This design comes from an exercise in tuning for small area, a short achievable clock period and few clock cycles per item on the open sky130 flow, not from production work.
The RTL was checked by simulation tests, not by an equivalence proof against the original design.

===== design/flow/run.sh =====
#!/bin/bash
# synth_recipe.tcl (not shown) runs the flow's synth.tcl, then flattens the netlist and writes it again
# the make line also repeats each setting of config.mk as NAME=value (left out here)
make -C /OpenROAD-flow-scripts/flow DESIGN_CONFIG=/design/flow/config.mk WORK_HOME=/design/flow/orfs CLKGATE_MAP_FILE= SYNTH_SCRIPT=/design/flow/synth_recipe.tcl finish

===== design/flow/config.mk =====
export PLATFORM = sky130hd
export DESIGN_NAME = sfe_ctr128
export DESIGN_NICKNAME = sfe_ctr128
export VERILOG_FILES = /design/flow/design.v
export SDC_FILE = /design/flow/constraint.sdc
export NUM_CORES = 4
export LEC_CHECK = 0
export CAP_MARGIN = 20
export CORE_MARGIN = 2
export CORE_UTILIZATION = 60
export PLACE_DENSITY = 0.68
export SETUP_SLACK_MARGIN = 3.75
export SLEW_MARGIN = 20

===== design/flow/constraint.sdc =====
create_clock -name core_clock -period 7.0 [get_ports {clk}]
set_input_delay 1.4000 -clock core_clock [delete_from_list [all_inputs] [get_ports {clk}]]
set_output_delay 1.4000 -clock core_clock [all_outputs]
set_load 0.01 [all_outputs]

===== design/flow/design.v =====
module gf_inv8 (input wire [7:0] a, output wire [7:0] o);
  wire [3:0] h = a[7:4];
  wire [3:0] l = a[3:0];
  wire [3:0] hl, d, mh, ml;
  reg [3:0] di;
  wire m0_p00 = h[0] & l[0];
  wire m0_p01 = h[0] & l[1];
  wire m0_p02 = h[0] & l[2];
  wire m0_p03 = h[0] & l[3];
  wire m0_p10 = h[1] & l[0];
  wire m0_p11 = h[1] & l[1];
  wire m0_p12 = h[1] & l[2];
  wire m0_p13 = h[1] & l[3];
  wire m0_p20 = h[2] & l[0];
  wire m0_p21 = h[2] & l[1];
  wire m0_p22 = h[2] & l[2];
  wire m0_p23 = h[2] & l[3];
  wire m0_p30 = h[3] & l[0];
  wire m0_p31 = h[3] & l[1];
  wire m0_p32 = h[3] & l[2];
  wire m0_p33 = h[3] & l[3];
  wire m0_c0 = m0_p00;
  wire m0_c1 = m0_p01 ^ m0_p10;
  wire m0_c2 = m0_p02 ^ m0_p11 ^ m0_p20;
  wire m0_c3 = m0_p03 ^ m0_p12 ^ m0_p21 ^ m0_p30;
  wire m0_c4 = m0_p13 ^ m0_p22 ^ m0_p31;
  wire m0_c5 = m0_p23 ^ m0_p32;
  wire m0_c6 = m0_p33;
  assign hl[0] = m0_c0 ^ m0_c4;
  assign hl[1] = m0_c1 ^ m0_c4 ^ m0_c5;
  assign hl[2] = m0_c2 ^ m0_c5 ^ m0_c6;
  assign hl[3] = m0_c3 ^ m0_c6;
  assign d[0] = h[0] ^ h[1] ^ h[3] ^ l[0] ^ l[2] ^ hl[0];
  assign d[1] = h[3] ^ l[2] ^ hl[1];
  assign d[2] = h[0] ^ h[2] ^ l[1] ^ l[3] ^ hl[2];
  assign d[3] = h[0] ^ l[3] ^ hl[3];
  always @(*) begin
    case (d)
      4'd0: di = 4'd0;
      4'd1: di = 4'd1;
      4'd2: di = 4'd9;
      4'd3: di = 4'd14;
      4'd4: di = 4'd13;
      4'd5: di = 4'd11;
      4'd6: di = 4'd7;
      4'd7: di = 4'd6;
      4'd8: di = 4'd15;
      4'd9: di = 4'd2;
      4'd10: di = 4'd12;
      4'd11: di = 4'd5;
      4'd12: di = 4'd10;
      4'd13: di = 4'd4;
      4'd14: di = 4'd3;
      4'd15: di = 4'd8;
      default: di = 4'd0;
    endcase
  end
  wire m1_p00 = h[0] & di[0];
  wire m1_p01 = h[0] & di[1];
  wire m1_p02 = h[0] & di[2];
  wire m1_p03 = h[0] & di[3];
  wire m1_p10 = h[1] & di[0];
  wire m1_p11 = h[1] & di[1];
  wire m1_p12 = h[1] & di[2];
  wire m1_p13 = h[1] & di[3];
  wire m1_p20 = h[2] & di[0];
  wire m1_p21 = h[2] & di[1];
  wire m1_p22 = h[2] & di[2];
  wire m1_p23 = h[2] & di[3];
  wire m1_p30 = h[3] & di[0];
  wire m1_p31 = h[3] & di[1];
  wire m1_p32 = h[3] & di[2];
  wire m1_p33 = h[3] & di[3];
  wire m1_c0 = m1_p00;
  wire m1_c1 = m1_p01 ^ m1_p10;
  wire m1_c2 = m1_p02 ^ m1_p11 ^ m1_p20;
  wire m1_c3 = m1_p03 ^ m1_p12 ^ m1_p21 ^ m1_p30;
  wire m1_c4 = m1_p13 ^ m1_p22 ^ m1_p31;
  wire m1_c5 = m1_p23 ^ m1_p32;
  wire m1_c6 = m1_p33;
  assign mh[0] = m1_c0 ^ m1_c4;
  assign mh[1] = m1_c1 ^ m1_c4 ^ m1_c5;
  assign mh[2] = m1_c2 ^ m1_c5 ^ m1_c6;
  assign mh[3] = m1_c3 ^ m1_c6;
  wire m2_p00 = l[0] & di[0];
  wire m2_p01 = l[0] & di[1];
  wire m2_p02 = l[0] & di[2];
  wire m2_p03 = l[0] & di[3];
  wire m2_p10 = l[1] & di[0];
  wire m2_p11 = l[1] & di[1];
  wire m2_p12 = l[1] & di[2];
  wire m2_p13 = l[1] & di[3];
  wire m2_p20 = l[2] & di[0];
  wire m2_p21 = l[2] & di[1];
  wire m2_p22 = l[2] & di[2];
  wire m2_p23 = l[2] & di[3];
  wire m2_p30 = l[3] & di[0];
  wire m2_p31 = l[3] & di[1];
  wire m2_p32 = l[3] & di[2];
  wire m2_p33 = l[3] & di[3];
  wire m2_c0 = m2_p00;
  wire m2_c1 = m2_p01 ^ m2_p10;
  wire m2_c2 = m2_p02 ^ m2_p11 ^ m2_p20;
  wire m2_c3 = m2_p03 ^ m2_p12 ^ m2_p21 ^ m2_p30;
  wire m2_c4 = m2_p13 ^ m2_p22 ^ m2_p31;
  wire m2_c5 = m2_p23 ^ m2_p32;
  wire m2_c6 = m2_p33;
  assign ml[0] = m2_c0 ^ m2_c4;
  assign ml[1] = m2_c1 ^ m2_c4 ^ m2_c5;
  assign ml[2] = m2_c2 ^ m2_c5 ^ m2_c6;
  assign ml[3] = m2_c3 ^ m2_c6;
  assign o = {mh, ml};
endmodule
module map_t (input wire [7:0] a, output wire [7:0] y);
  wire [7:0] q_in = a;
  wire q_t8 = q_in[2] ^ q_in[7];
  wire q_t9 = q_in[3] ^ q_t8;
  wire q_t10 = q_in[1] ^ q_in[6];
  wire q_t11 = q_in[4] ^ q_t10;
  wire q_t12 = q_in[6] ^ q_t9;
  assign y[0] = q_in[0] ^ q_in[1] ^ q_t9;
  assign y[1] = q_t11;
  assign y[2] = q_t12;
  assign y[3] = q_t8 ^ q_t10;
  assign y[4] = q_in[4] ^ q_t12;
  assign y[5] = q_in[5] ^ q_t9;
  assign y[6] = q_in[5] ^ q_t11;
  assign y[7] = q_in[5] ^ q_in[7];
endmodule
module map_ti (input wire [7:0] a, output wire [7:0] y);
  wire [7:0] q_in = a;
  wire q_t8 = q_in[1] ^ q_in[6];
  wire q_t9 = q_in[2] ^ q_in[4];
  wire q_t10 = q_in[3] ^ q_in[6];
  wire q_t11 = q_t9 ^ q_t10;
  assign y[0] = q_in[0] ^ q_in[1] ^ q_in[4];
  assign y[1] = q_in[4] ^ q_in[5] ^ q_in[6];
  assign y[2] = q_in[7] ^ q_t11;
  assign y[3] = q_in[5] ^ q_t11;
  assign y[4] = q_t9;
  assign y[5] = q_t8;
  assign y[6] = q_in[2] ^ q_in[5] ^ q_t8;
  assign y[7] = q_in[7] ^ q_t8;
endmodule
module map_sb (input wire [7:0] a, output wire [7:0] y);
  wire [7:0] q_in = a;
  wire q_t8 = q_in[1] ^ q_in[5];
  wire q_t9 = q_in[6] ^ q_in[7];
  wire q_t10 = q_t8 ^ q_t9;
  assign y[0] = q_in[4] ^ q_in[5] ^ q_t9;
  assign y[1] = q_t10;
  assign y[2] = q_in[2] ^ q_in[6];
  assign y[3] = q_in[7];
  assign y[4] = q_in[0] ^ q_t10;
  assign y[5] = q_in[4] ^ q_t8;
  assign y[6] = q_in[2];
  assign y[7] = q_in[3] ^ q_in[7];
endmodule
module map_t128 (input wire [127:0] a, output wire [127:0] y);
  genvar i;
  generate for (i = 0; i < 16; i = i + 1) begin : g
    map_t u (.a(a[8*i+7:8*i]), .y(y[8*i+7:8*i]));
  end endgenerate
endmodule
module map_ti128 (input wire [127:0] a, output wire [127:0] y);
  genvar i;
  generate for (i = 0; i < 16; i = i + 1) begin : g
    map_ti u (.a(a[8*i+7:8*i]), .y(y[8*i+7:8*i]));
  end endgenerate
endmodule
module aes_key_sub_t (input wire [127:0] key_in, output wire [31:0] core);
  wire [31:0] w3 = key_in[31:0];
  wire [31:0] rot = {w3[23:0], w3[31:24]};
  genvar i;
  generate for (i = 0; i < 4; i = i + 1) begin : g_s
    gf_inv8 u_inv (.a(rot[8*i+7:8*i]), .o(core[8*i+7:8*i]));
  end endgenerate
endmodule
module aes_key_step_t (input wire [127:0] key_in, input wire [31:0] core, input wire [7:0] rc, output wire [127:0] key_out);
  wire [31:0] w0 = key_in[127:96];
  wire [31:0] w1 = key_in[95:64];
  wire [31:0] w2 = key_in[63:32];
  wire [31:0] w3 = key_in[31:0];
  wire [31:0] sub;
  genvar i;
  generate for (i = 0; i < 4; i = i + 1) begin : g_s
    map_sb u_map (.a(core[8*i+7:8*i]), .y(sub[8*i+7:8*i]));
  end endgenerate
  wire [31:0] f = sub ^ {rc, 24'hf4f4f4};
  wire [31:0] p1 = w0 ^ w1;
  wire [31:0] p2 = p1 ^ w2;
  wire [31:0] p3 = p2 ^ w3;
  assign key_out = {w0 ^ f, p1 ^ f, p2 ^ f, p3 ^ f};
endmodule
module aes_core16_t (input wire [127:0] s, output wire [127:0] y);
  genvar i;
  generate
    for (i = 0; i < 16; i = i + 1) begin : g_inv
      localparam integer R = i % 4;
      localparam integer C = i / 4;
      localparam integer SRC = 4 * ((C + R) % 4) + R;
      gf_inv8 u_inv (.a(s[127-8*SRC -: 8]), .o(y[127-8*i -: 8]));
    end
  endgenerate
endmodule
module aes_mix_t (input wire [127:0] s, input wire [127:0] rk, output wire [127:0] y);
  genvar c;
  generate
    for (c = 0; c < 4; c = c + 1) begin : g_col
      wire [31:0] ci = {s[103-32*c -: 8], s[111-32*c -: 8], s[119-32*c -: 8], s[127-32*c -: 8]};
      wire [31:0] rkc = {rk[103-32*c -: 8], rk[111-32*c -: 8], rk[119-32*c -: 8], rk[127-32*c -: 8]};
      wire [31:0] yc;
      aes_mixcol_t u_mc (.c_in(ci), .rk(rkc), .y(yc));
      assign y[127-32*c -: 8] = yc[7:0];
      assign y[119-32*c -: 8] = yc[15:8];
      assign y[111-32*c -: 8] = yc[23:16];
      assign y[103-32*c -: 8] = yc[31:24];
    end
  endgenerate
endmodule
module aes_final_t (input wire [127:0] s, input wire [127:0] rk, output wire [127:0] y);
  genvar i;
  generate
    for (i = 0; i < 16; i = i + 1) begin : g_b
      wire [7:0] af;
      map_fin u_map (.a(s[127-8*i -: 8]), .y(af));
      assign y[127-8*i -: 8] = af ^ rk[127-8*i -: 8];
    end
  endgenerate
endmodule
module aes_mixcol_t (input wire [31:0] c_in, input wire [31:0] rk, output wire [31:0] y);
  wire c_t32 = c_in[25] ^ c_in[29];
  wire c_t33 = c_in[13] ^ c_in[21];
  wire c_t34 = c_in[1] ^ c_in[5];
  wire c_t35 = c_in[23] ^ c_in[31];
  wire c_t36 = c_in[7] ^ c_in[15];
  wire c_t37 = c_in[22] ^ c_in[30];
  wire c_t38 = c_in[6] ^ c_in[14];
  wire c_t39 = c_in[18] ^ c_in[26];
  wire c_t40 = c_in[2] ^ c_in[10];
  wire c_t41 = c_in[9] ^ c_in[17];
  wire c_t42 = c_in[4] ^ c_in[28];
  wire c_t43 = c_t33 ^ c_t41;
  wire c_t44 = c_t32 ^ c_t34;
  wire c_t45 = c_in[12] ^ c_in[20];
  wire c_t46 = c_in[0] ^ c_in[8];
  wire c_t47 = c_in[16] ^ c_in[24];
  wire c_t48 = c_in[7] ^ c_t35;
  wire c_t49 = c_in[31] ^ c_t36;
  wire c_t50 = c_in[23] ^ c_t36;
  wire c_t51 = c_in[15] ^ c_t35;
  wire c_t52 = c_in[22] ^ c_t38;
  wire c_t53 = c_in[6] ^ c_t37;
  wire c_t54 = c_in[30] ^ c_t38;
  wire c_t55 = c_in[8] ^ c_in[16];
  wire c_t56 = c_in[3] ^ c_in[27];
  wire c_t57 = c_in[5] ^ c_in[29];
  wire c_t58 = c_in[2] ^ c_in[26];
  wire c_t59 = c_in[14] ^ c_t37;
  wire c_t60 = c_in[10] ^ c_in[18];
  wire c_t61 = c_in[11] ^ c_in[19];
  wire c_t62 = c_in[0] ^ c_in[24];
  wire c_t63 = c_in[9] ^ c_in[13];
  wire c_t64 = c_in[17] ^ c_in[21];
  wire c_t65 = c_in[28] ^ c_t49;
  wire c_t66 = c_t48 ^ c_t60;
  wire c_t67 = c_t33 ^ c_t45;
  wire c_t68 = c_t44 ^ c_t46;
  wire c_t69 = c_t50 ^ c_t58;
  wire c_t70 = c_in[4] ^ c_in[12];
  wire c_t71 = c_in[20] ^ c_t65;
  wire c_t72 = c_t43 ^ c_t47;
  wire c_t73 = c_t34 ^ c_t39;
  wire c_t74 = c_t51 ^ c_t70;
  wire c_t75 = c_t42 ^ c_t57;
  wire c_t76 = c_t39 ^ c_t71;
  wire c_t77 = c_in[27] ^ c_t63;
  wire c_t78 = c_in[3] ^ c_t74;
  wire c_t79 = c_t42 ^ c_t44;
  wire c_t80 = c_in[5] ^ c_in[13];
  wire c_t81 = c_t43 ^ c_t45;
  wire c_t82 = c_t32 ^ c_t64;
  wire c_t83 = c_t64 ^ c_t68;
  wire c_t84 = c_t32 ^ c_t59;
  wire c_t85 = c_in[10] ^ c_t39;
  wire c_t86 = c_in[18] ^ c_t40;
  wire c_t87 = c_in[11] ^ c_t78;
  wire c_t88 = c_t45 ^ c_t83;
  wire c_t89 = c_t42 ^ c_t72;
  wire c_t90 = c_in[26] ^ c_t40;
  wire c_t91 = c_in[21] ^ c_t53;
  wire c_t92 = c_in[13] ^ c_t54;
  wire c_t93 = c_in[21] ^ c_in[29];
  wire c_t94 = c_in[5] ^ c_t52;
  assign y[0] = c_in[20] ^ c_t46 ^ c_t51 ^ c_t75 ^ c_t91 ^ rk[0];
  assign y[1] = c_in[1] ^ c_in[17] ^ c_t33 ^ c_t40 ^ c_t51 ^ c_t84 ^ rk[1];
  assign y[2] = c_in[2] ^ c_t53 ^ c_t63 ^ c_t73 ^ rk[2];
  assign y[3] = c_t40 ^ c_t80 ^ c_t87 ^ rk[3];
  assign y[4] = c_in[0] ^ c_t72 ^ c_t84 ^ c_t87 ^ rk[4];
  assign y[5] = c_in[28] ^ c_t40 ^ c_t88 ^ rk[5];
  assign y[6] = c_t36 ^ c_t46 ^ c_t80 ^ c_t85 ^ rk[6];
  assign y[7] = c_t34 ^ c_t40 ^ c_t46 ^ c_t61 ^ c_t74 ^ c_t77 ^ rk[7];
  assign y[8] = c_in[12] ^ c_t48 ^ c_t55 ^ c_t75 ^ c_t92 ^ rk[8];
  assign y[9] = c_in[9] ^ c_t44 ^ c_t66 ^ c_t91 ^ rk[9];
  assign y[10] = c_t43 ^ c_t54 ^ c_t90 ^ rk[10];
  assign y[11] = c_t61 ^ c_t66 ^ c_t67 ^ rk[11];
  assign y[12] = c_in[24] ^ c_t48 ^ c_t53 ^ c_t61 ^ c_t88 ^ rk[12];
  assign y[13] = c_in[20] ^ c_t55 ^ c_t60 ^ c_t63 ^ c_t79 ^ rk[13];
  assign y[14] = c_in[2] ^ c_in[15] ^ c_in[23] ^ c_t33 ^ c_t39 ^ c_t55 ^ rk[14];
  assign y[15] = c_in[19] ^ c_t55 ^ c_t56 ^ c_t66 ^ c_t81 ^ rk[15];
  assign y[16] = c_in[4] ^ c_t47 ^ c_t49 ^ c_t67 ^ c_t94 ^ rk[16];
  assign y[17] = c_in[29] ^ c_t41 ^ c_t49 ^ c_t73 ^ c_t92 ^ rk[17];
  assign y[18] = c_t52 ^ c_t82 ^ c_t86 ^ rk[18];
  assign y[19] = c_in[19] ^ c_in[27] ^ c_t76 ^ c_t93 ^ rk[19];
  assign y[20] = c_in[16] ^ c_in[19] ^ c_t54 ^ c_t68 ^ c_t71 ^ c_t77 ^ rk[20];
  assign y[21] = c_in[12] ^ c_t73 ^ c_t89 ^ rk[21];
  assign y[22] = c_t35 ^ c_t47 ^ c_t90 ^ c_t93 ^ rk[22];
  assign y[23] = c_in[11] ^ c_t47 ^ c_t56 ^ c_t76 ^ c_t82 ^ rk[23];
  assign y[24] = c_in[28] ^ c_in[29] ^ c_t50 ^ c_t59 ^ c_t62 ^ c_t67 ^ rk[24];
  assign y[25] = c_in[25] ^ c_t43 ^ c_t69 ^ c_t94 ^ rk[25];
  assign y[26] = c_t44 ^ c_t59 ^ c_t85 ^ rk[26];
  assign y[27] = c_t56 ^ c_t69 ^ c_t75 ^ rk[27];
  assign y[28] = c_in[8] ^ c_t34 ^ c_t50 ^ c_t52 ^ c_t56 ^ c_t89 ^ rk[28];
  assign y[29] = c_in[4] ^ c_t32 ^ c_t58 ^ c_t62 ^ c_t81 ^ rk[29];
  assign y[30] = c_in[7] ^ c_in[31] ^ c_t57 ^ c_t62 ^ c_t86 ^ rk[30];
  assign y[31] = c_in[3] ^ c_t61 ^ c_t62 ^ c_t69 ^ c_t79 ^ rk[31];
endmodule
module map_fin (input wire [7:0] a, output wire [7:0] y);
  wire [7:0] q_in = a;
  wire q_t8 = q_in[1] ^ q_in[5];
  wire q_t9 = q_in[0] ^ q_in[7];
  wire q_t10 = q_in[2] ^ q_t8;
  wire q_t11 = q_in[4] ^ q_in[6];
  wire q_t12 = q_t9 ^ q_t11;
  wire q_t13 = q_in[6] ^ q_t10;
  assign y[0] = q_in[5] ^ q_t12;
  assign y[1] = q_in[2] ^ q_t12;
  assign y[2] = q_in[3] ^ q_t8 ^ q_t9;
  assign y[3] = q_in[0] ^ q_in[4];
  assign y[4] = q_t9 ^ q_t10;
  assign y[5] = q_in[7] ^ q_t13;
  assign y[6] = q_in[4] ^ q_in[7];
  assign y[7] = q_in[3] ^ q_t13;
endmodule
module sfe_ctr128 (
    input  wire         clk,
    input  wire         rst,
    input  wire         key_load,
    input  wire [127:0] key,
    input  wire [127:0] iv,
    input  wire         in_valid,
    output wire         in_ready,
    input  wire [127:0] in_data,
    output reg          out_valid,
    output reg  [127:0] out_data
);
  localparam integer NST = 20;    
  reg  [127:0] kr;                
  reg  [31:0]  kc;                
  reg  [127:0] rk [0:10];         
  reg  [3:0]   kcnt;              
  reg          kph;               
  reg  [7:0]   rc;
  always @(*) begin
    case (kcnt)
      4'd1: rc = 8'hf5;
      4'd2: rc = 8'hbf;
      4'd3: rc = 8'hc9;
      4'd4: rc = 8'hc1;
      4'd5: rc = 8'ha6;
      4'd6: rc = 8'h14;
      4'd7: rc = 8'haa;
      4'd8: rc = 8'h49;
      4'd9: rc = 8'hd9;
      4'd10: rc = 8'h30;
      default: rc = 8'hf4;
    endcase
  end
  wire [127:0] key_t, kr_next, kr_next_std;
  wire [31:0]  kc_next;
  map_t128       u_key_t (.a(key), .y(key_t));
  aes_key_sub_t  u_ksub  (.key_in(kr), .core(kc_next));
  aes_key_step_t u_kstep (.key_in(kr), .core(kc), .rc(rc), .key_out(kr_next));
  map_ti128      u_k10   (.a(kr_next), .y(kr_next_std));
  always @(posedge clk) begin
    if (key_load) begin
      kr    <= key_t;
      rk[0] <= key_t;
      kcnt  <= 4'd1;
      kph   <= 1'b0;
    end else if (kcnt <= 4'd10) begin
      kph <= ~kph;
      if (!kph) kc <= kc_next;
      else begin
        kr   <= kr_next;
        kcnt <= kcnt + 4'd1;
      end
    end
  end
  genvar gi;
  generate
    for (gi = 1; gi <= 9; gi = gi + 1) begin : g_rk
      always @(posedge clk)
        if (kph && kcnt == gi) rk[gi] <= kr_next ^ 128'hf4f4f4f4f4f4f4f4f4f4f4f4f4f4f4f4;
    end
  endgenerate
  always @(posedge clk)
    if (kph && kcnt == 4'd10) rk[10] <= kr_next_std ^ {16{8'h63}};
  reg  [127:0] inj, nxt;
  reg  [14:0]  inj_f, nxt_f;      
  reg          inj_p, nxt_p;      
  reg          rw;                
  reg          keyed;             
  reg  [NST:1] v;                 
  wire         head = v[NST];
  wire         accept = in_valid & head & ~key_load;
  wire         miss = head & ~accept;
  wire         inject = keyed & ~key_load & ~miss & ~rw & ~inj_p;
  wire [119:0] inj_up1, nxt_up1;
  up_inc u_ii (.up(inj[127:8]), .f(inj_f), .y(inj_up1));
  up_inc u_in (.up(nxt[127:8]), .f(nxt_f), .y(nxt_up1));
  genvar gb;
  generate
    for (gb = 0; gb < 15; gb = gb + 1) begin : g_f
      always @(posedge clk) begin
        inj_f[gb] <= &inj[8*gb+15:8*gb+8];
        nxt_f[gb] <= &nxt[8*gb+15:8*gb+8];
      end
    end
  endgenerate
  always @(posedge clk) begin
    if (rst) begin
      keyed <= 1'b0;
      rw    <= 1'b0;
      v     <= {NST{1'b0}};
    end else begin
      if (key_load) keyed <= 1'b1;
      rw <= miss & ~key_load;
      if (key_load || miss) v <= {NST{1'b0}};
      else v <= {v[NST-1:1], inject};
    end
  end
  always @(posedge clk) begin
    if (key_load) begin
      inj   <= iv;
      inj_p <= 1'b0;
    end else if (rw) begin
      inj   <= nxt;
      inj_p <= 1'b0;
    end else if (inj_p) begin
      inj[127:8] <= inj_up1;
      inj_p      <= 1'b0;
    end else if (inject) begin
      inj[7:0] <= inj[7:0] + 8'd1;
      inj_p    <= &inj[7:0];
    end
  end
  always @(posedge clk) begin
    if (key_load) begin
      nxt   <= iv;
      nxt_p <= 1'b0;
    end else begin
      if (nxt_p) nxt[127:8] <= nxt_up1;
      if (accept) nxt[7:0] <= nxt[7:0] + 8'd1;
      nxt_p <= accept & (&nxt[7:0]);
    end
  end
  wire [127:0] ctr_t;
  map_t128 u_ctr_t (.a(inj), .y(ctr_t));
  reg  [127:0] x [0:9];           
  reg  [127:0] y [1:10];          
  wire [127:0] xn [1:9];
  wire [127:0] yn [1:10];
  always @(posedge clk) x[0] <= ctr_t ^ rk[0];
  generate
    for (gi = 1; gi <= 10; gi = gi + 1) begin : g_core
      aes_core16_t u_c (.s(x[gi-1]), .y(yn[gi]));
      always @(posedge clk) y[gi] <= yn[gi];
    end
    for (gi = 1; gi <= 9; gi = gi + 1) begin : g_mix
      aes_mix_t u_m (.s(y[gi]), .rk(rk[gi]), .y(xn[gi]));
      always @(posedge clk) x[gi] <= xn[gi];
    end
  endgenerate
  wire [127:0] ks;
  aes_final_t u_fin (.s(y[10]), .rk(rk[10]), .y(ks));
  assign in_ready = head;
  always @(posedge clk) begin
    out_valid <= accept & ~rst;
    out_data  <= in_data ^ ks;
  end
endmodule
module up_inc (input wire [119:0] up, input wire [14:0] f, output wire [119:0] y);
  reg [14:0]  pb;                 
  reg [119:0] m;                  
  reg         t;
  integer b, i;
  always @(*) begin
    pb[0] = 1'b1;
    for (b = 1; b < 15; b = b + 1) pb[b] = pb[b-1] & f[b-1];
    for (b = 0; b < 15; b = b + 1) begin
      t = pb[b];
      for (i = 0; i < 8; i = i + 1) begin
        m[8*b+i] = t;
        t = t & up[8*b+i];
      end
    end
  end
  assign y = up ^ m;
endmodule

==> results of run 1 <==
==> cells in the mapped netlist, types with 47 or more instances <==
cell / number
mux2_2: 130
nor3b_1: 137
ha_1: 1545
nand3_1: 189
mux4_2: 164
or2_2: 109
clkbuf_1: 881
xor2_2: 79
o21ai_0: 487
nand2b_1: 316
a22oi_1: 47
inv_1: 992
nor2_1: 830
xnor3_1: 572
a21oi_1: 650
xnor2_2: 157
mux2i_1: 769
xnor2_1: 11889
edfxtp_1: 1824
a311oi_4: 66
dfxtp_1: 2754
nor2b_1: 314
a21o_1: 68
nor3_1: 140
xor2_1: 3637
nand2_1: 6452
o2bb2ai_1: 97
buf_2: 744
mux2i_2: 69
a211oi_1: 58
==> state kept, by name, summed over array words and instances, names as in the netlist <==
name / count
x: 1280
inj: 128
inj_p: 1
nxt_p: 1
keyed: 1
nxt_f: 14
y: 1280
rk: 1408
u_kstep.rc: 8
kr: 128
rw: 1
out_valid: 1
kc: 32
kcnt: 4
v: 20
kph: 1
inj_f: 14
out_data: 128
nxt: 128
==> stage by stage <==
stage,utilization,instance area [um^2],std cells
floorplan,-,357000,36843
global placement,0.619,367000,43731
detailed placement,0.619,367000,43734
CTS,0.677,402000,45583
global route,0.715,424000,46896
finish,0.716,425000,47284
==> cell type report <==
class / count / area, um^2 / area share
clock buffers: 714 / 15400 / 0.0362
inverters: 994 / 3830 / 0.00902
flip-flops and latches: 4578 / 113000 / 0.265
clock inverters: 280 / 3100 / 0.00730
well taps: 7837 / 9810 / 0.0231
diodes: 569 / 1420 / 0.00335
multi-input cells: 29616 / 255000 / 0.601
repair buffers: 2696 / 23400 / 0.0550
==> critical path: stages (launching register included) <==
cell and delay, ns:
dfxtp_2 0.32, and3_4 0.20, and2_4 0.15, and3_4 0.16, and3_4 0.15, and3_4 0.22, and3_4 0.21, buf_6 0.12
and2_4 0.15, ha_4 0.16, ha_4 0.16, ha_4 0.16, ha_4 0.15, ha_4 0.15, ha_4 0.15, ha_4 0.16
xnor2_2 0.14, nor2_1 0.08, a21oi_2 0.19, o21ai_1 0.11
==> metal layers <==
metal  wire length (um)  global-route usage  vias up
met5                819             0.00458        -
met4              89400               0.278       62
met3             121000              0.0885     3496
met2             551000               0.576    14014
met1             459000               0.474   129847
li1                   -                   -   120653
==> logic make-up (layout without fill, tap and decap cells) <==
logic type      after synthesis  count (layout)
compound gates             1827            1836
mux                        1133            1146
flops                      4578            4578
other cells                   0             569
xor+xnor                  16381           16383
fa+ha+maj                  1545            1545
buf+inv                    2675            4684
simple gates               8704            8706
==> what timing repair did <==
action / CTS / global route
endpoints found under the setup margin: 1939 / 1385
pin swaps: 605 / 1102
hold endpoints to repair: 0 / 0
resized for setup: 2427 / 2585
gates cloned: 8 / 37
buffers inserted: 847 / 1094
hold buffers: 0 / 0
==> worst max path at each step <==
stage / end / slack (ns) / cells after the start
after floorplan: inj[100] / 2.99 / 4
after global placement: kr[29] / 2.24 / 8
after detailed placement: kr[61] / 2.35 / 8
after CTS: kc[13] / 3.56 / 16
after global routing: kc[14] / 3.39 / 13
final: inj[119] / 3.43 / 19
==> qor.csv, run 1 <==
metric,value,unit
outcome,"complete, but fails checks",
so.violations,antenna rules,
grt_pass1_vias,247047,
ios,518,
clk_path_buf_depth,4,
slew_headroom,0.0549,
clockRootBuffer,clkbuf_16,
synthXorXnorAreaFrac,0.432,
startpoint,inj_f[2],
dieArea,0.600,mm^2
gp_congestion,0.989,
start_util,0.601,
cts_sinks,4578,
gr-total-overflow,0,
synthAdderAreaFrac,0.0542,
ant_nets,2,
fin_setup_tns,0,ns
setup_viol,0,
grt_max_degree,233,
cts_tree,yes,
holdCritPathClass,reg2reg,
grt_antenna_before_repair,231,
layout_common_cells,"xnor2_1, nand2_1, xor2_1, buf_4, edfxtp_1",
avgViaCountPerCell,5.67,
synth_warnings,9,
fin_crit,3.57,ns
synth_top_family_by_area,XOR/XNOR gates,
async_flop_share,0,
nFillCells,43405,
start_kind,flip-flop,
synth_edf_count,1824,
numCtsBuffers,536,
crit_fanout,2,
syn_nets,38776,
ys_seq_area_frac,0.308,
clk_pin_slew_worst_paths,0.07,ns
ys_seq_elements,4578,
vias,268072,
die_w,775,um
rr_worst_depth,19,
dpl.hpwl,872,mm
ys_types,83,
min_to,v[17],
clk_latency,1.18,ns
syn_area_per_cell,9.68,um^2
fin_ws,3.43,ns
area_growth,19.1,%
netlist_instances,36843,
synth-simple-area-share,0.101,
synth_compound_area_frac,0.0349,
synth_flop_cell,dfxtp_1,
port_buffers,517,
wirelength,1220,mm
worst_r2r_startpoint,inj_f[2],
holdCritStartpoint,v[16],
finalMaxSlewViolations,0,
crit_path_end_kind,flip-flop,
synth.area.mux_share,0.0388,
fin_hold_ws,0.425,ns
worstMarginPinSlew,1.41,ns
grt_usage,0.380,
whs_path_depth,1,
reg2reg_slack,3.43,ns
final_common_cell,xnor2_1,
die_y,775,um
fin_crit_sh,0.510,
rsz0062_at_grt,true,
drt_pass1_iterations,7,
finalHoldViolations,0,
routedWlPerCell,25.8,um
finClkSkew,0.0830,ns
grt_pass1_wl,1690,mm
cap_violations,0,
arrival,4.46,ns
drive_gt1_frac,0.195,
placementRows,283,
synth_area_leader_cell,xnor2_1,
netlist_area,0.357,mm^2
synth_top_area_share,0.292,
crit_type,reg2reg,
drtIter0Drc,27956,
coreArea,0.593,mm^2
final_nets,40355,
drc,0,
fmax,280,MHz
cts_max_level,6,
required,7.89,ns
synth_area_leaders,"xnor2_1, dfxtp_1, edfxtp_1, xor2_1, nand2_1",
dp_slack,2.35,ns
r2r-end,inj[119],
Testbench counts, summed over its fixed seeds: cycles 5,519, items 4,096.
==> run 2: changes to the inputs <==
==> design/flow/config.mk (replaced) <==
export PLATFORM = sky130hd
export DESIGN_NAME = sfe_ctr128
export DESIGN_NICKNAME = sfe_ctr128
export VERILOG_FILES = /design/flow/design.v
export SDC_FILE = /design/flow/constraint.sdc
export NUM_CORES = 4
export LEC_CHECK = 0
export CAP_MARGIN = 30
export CORE_MARGIN = 2
export CORE_UTILIZATION = 55
export PLACE_DENSITY = 0.65
export SLEW_MARGIN = 30
==> run 2 against run 1 <==
The layout still fails its checks (antenna rules). Setup slack got worse by 0.92 ns. Sequential share of layout area grew 1.8 points. Utilization decreased by 11 points. Flip-flop and latch count stayed put. Critical path type unchanged. Critical endpoint is now rk[7][62]. Largest cell class unchanged.
==> qor.csv, run 2 <==
metric,value,unit
outcome,"complete, but fails checks",
so.violations,antenna rules,
required,7.75,ns
die_y,809,um
finClkSkew,0.0773,ns
avgViaCountPerCell,5.51,
synthTopCellsByCount,"xnor2_1, nand2_1, xor2_1, dfxtp_1, edfxtp_1",
drtIter0Drc,25988,
cts_resized,0,
start_kind,flip-flop,
clk_latency,1.15,ns
gp_congestion,0.988,
worstMarginPinSlew,1.17,ns
grt_pass1_vias,238815,
rsz0062_at_grt,false,
area_growth,8.87,%
fin_setup_tns,0,ns
synth_area_leaders,"xnor2_1, dfxtp_1, edfxtp_1, xor2_1, nand2_1",
netlist_area,0.357,mm^2
ios,518,
layout_common_cells,"xnor2_1, nand2_1, xor2_1, dfxtp_1, edfxtp_1",
final_core_util,0.601,
start_util,0.552,
cap_violations,0,
arrival,5.25,ns
rr_worst_depth,6,
final_nets,38378,
fin_ws,2.51,ns
hold_buffers,0,
drive_gt1_frac,0.0585,
top_regs,"rk x1408, x x1280, y x1280",
yosysMostFrequentCell,xnor2_1,
routedWlPerCell,25.7,um
cts_sinks,4578,
coreArea,0.646,mm^2
netlist_instances,36843,
ant_nets,5,
setup_viol,0,
finalHoldViolations,0,
ys_types,83,
nFillCells,54962,
ys_seq_area_frac,0.308,
syn_nets,38776,
crit_fanout,10,
ys_seq_elements,4578,
grt_antenna_before_repair,179,
grt_max_degree,162,
cts_max_level,6,
fmax,223,MHz
drc,0,
dp_slack,2.69,ns
port_buffers,517,
grt_usage,0.347,
fin_crit_sh,0.642,
synth_top_area_share,0.292,
clk_pin_slew_worst_paths,0.06,ns
wirelength,1180,mm
cts_setup_buffers,0,
die_w,809,um
grt_pass1_wl,1670,mm
gr-total-overflow,0,
clockRootBuffer,clkbuf_16,
placementRows,295,
clk_path_buf_depth,4,
syn_area_per_cell,9.68,um^2
top_register,rk,
synth_warnings,9,
slew_headroom,0.214,
dieArea,0.655,mm^2
async_flop_share,0,
place_area,0.368,mm^2
vias,253367,
dpl.hpwl,900,mm
cts_tree,yes,
synth_edf_count,1824,
whs_path_depth,1,
crit_type,reg2reg,
fin_crit,4.49,ns
drt_pass1_iterations,6,
fin_hold_ws,0.422,ns
holdCritPathClass,reg2reg,
synth_area_leader_cell,xnor2_1,
crit_path_end_kind,flip-flop,
design_area,0.388,mm^2
largest_register_ffs,1408,
finalMaxSlewViolations,0,
synth_flop_cell,dfxtp_1,
numCtsBuffers,537,
final_common_cell,xnor2_1,
run 2: cell counts after synthesis:
No cell type changed its count.
run 2: path summary, 6_finish.rpt:
check | end | slack (ns) | start
worst max-delay path | rk[7][62] | 2.51 | kr[126]
worst min-delay path | v[16] | 0.42 | v[15]
worst max register to register | rk[7][62] | 2.51 | kr[126]
worst min register to register | v[16] | 0.42 | v[15]
run 2: area by class of cell:
| class | instances | area (um^2) | share of cell area |
|---|---|---|---|
| timing repair buffer | 744 | 7160 | 0.0184 |
| sequential | 4578 | 110000 | 0.283 |
| multi-input combinational | 29590 | 237000 | 0.610 |
| clock inverter | 292 | 3280 | 0.00845 |
| tap | 8613 | 10800 | 0.0278 |
| inverter | 994 | 3770 | 0.00971 |
| clock buffer | 704 | 15200 | 0.0391 |
| antenna | 497 | 1240 | 0.00320 |
run 2: cell families (layout without fill, tap and decap cells):
group,after synthesis,count (layout),share of synthesized area
xor+xnor,16381,16381,0.432
simple gates,8704,8704,0.101
flops,4578,4578,0.308
buf+inv,2675,2734,0.0310
compound gates,1827,1827,0.0349
fa+ha+maj,1545,1545,0.0542
mux,1133,1133,0.0388
other cells,0,497,0
run 2: worst max-delay path: stages (launching register included):
cell and delay [ns]:
edfxtp_1 0.54, xor2_1 0.42, xnor2_4 0.12, xnor2_2 0.78, xor2_1 0.66, clkinv_2 0.93, buf_4 0.60
run 2: metrics by stage:
| step | cells |
|---|---|
| floorplan | 36843 |
| global placement | 44505 |
| detailed placement | 44514 |
| CTS | 45510 |
| global route | 45661 |
| finish | 46012 |
run 2: per-layer routing:
layer,vias to the layer above,part of all wire,global-route usage
met3,2269,0.082,0.0626
li1,116561,-,-
met5,-,0.00012,0
met4,20,0.057,0.214
met1,123611,0.40,0.445
met2,10906,0.46,0.542

[re-timing with driven ports]
No port has a modelled driver above. Below, the same layouts with a new extraction and two added sets of constraints.
Step 1 (the two cells are an assumption about what drives the block):
set clk [get_ports {clk}]
set_driving_cell -lib_cell sky130_fd_sc_hd__clkbuf_16 $clk
set_driving_cell -lib_cell sky130_fd_sc_hd__buf_2 [delete_from_list [all_inputs] $clk]
Step 2 also shifts input and output timing later by t, the mid clock arrival at the registers, as if the neighbouring blocks saw the same clock.
Slacks: ideal ports / drivers / drivers and shift; pairs: ideal ports / drivers.
run | shift t [ns] | slack for setup (ns) | slew at the worst register clock pin (ns)
run 1 | 1.271 | 3.428 / 3.428 / 2.676 | 0.07 / 0.07
run 2 | 1.252 | 2.507 / 2.507 / 2.483 | 0.07 / 0.07
The setup slack of run 1, which loses most, moves by 0.000 ns with the drivers and by -0.752 ns with both steps.
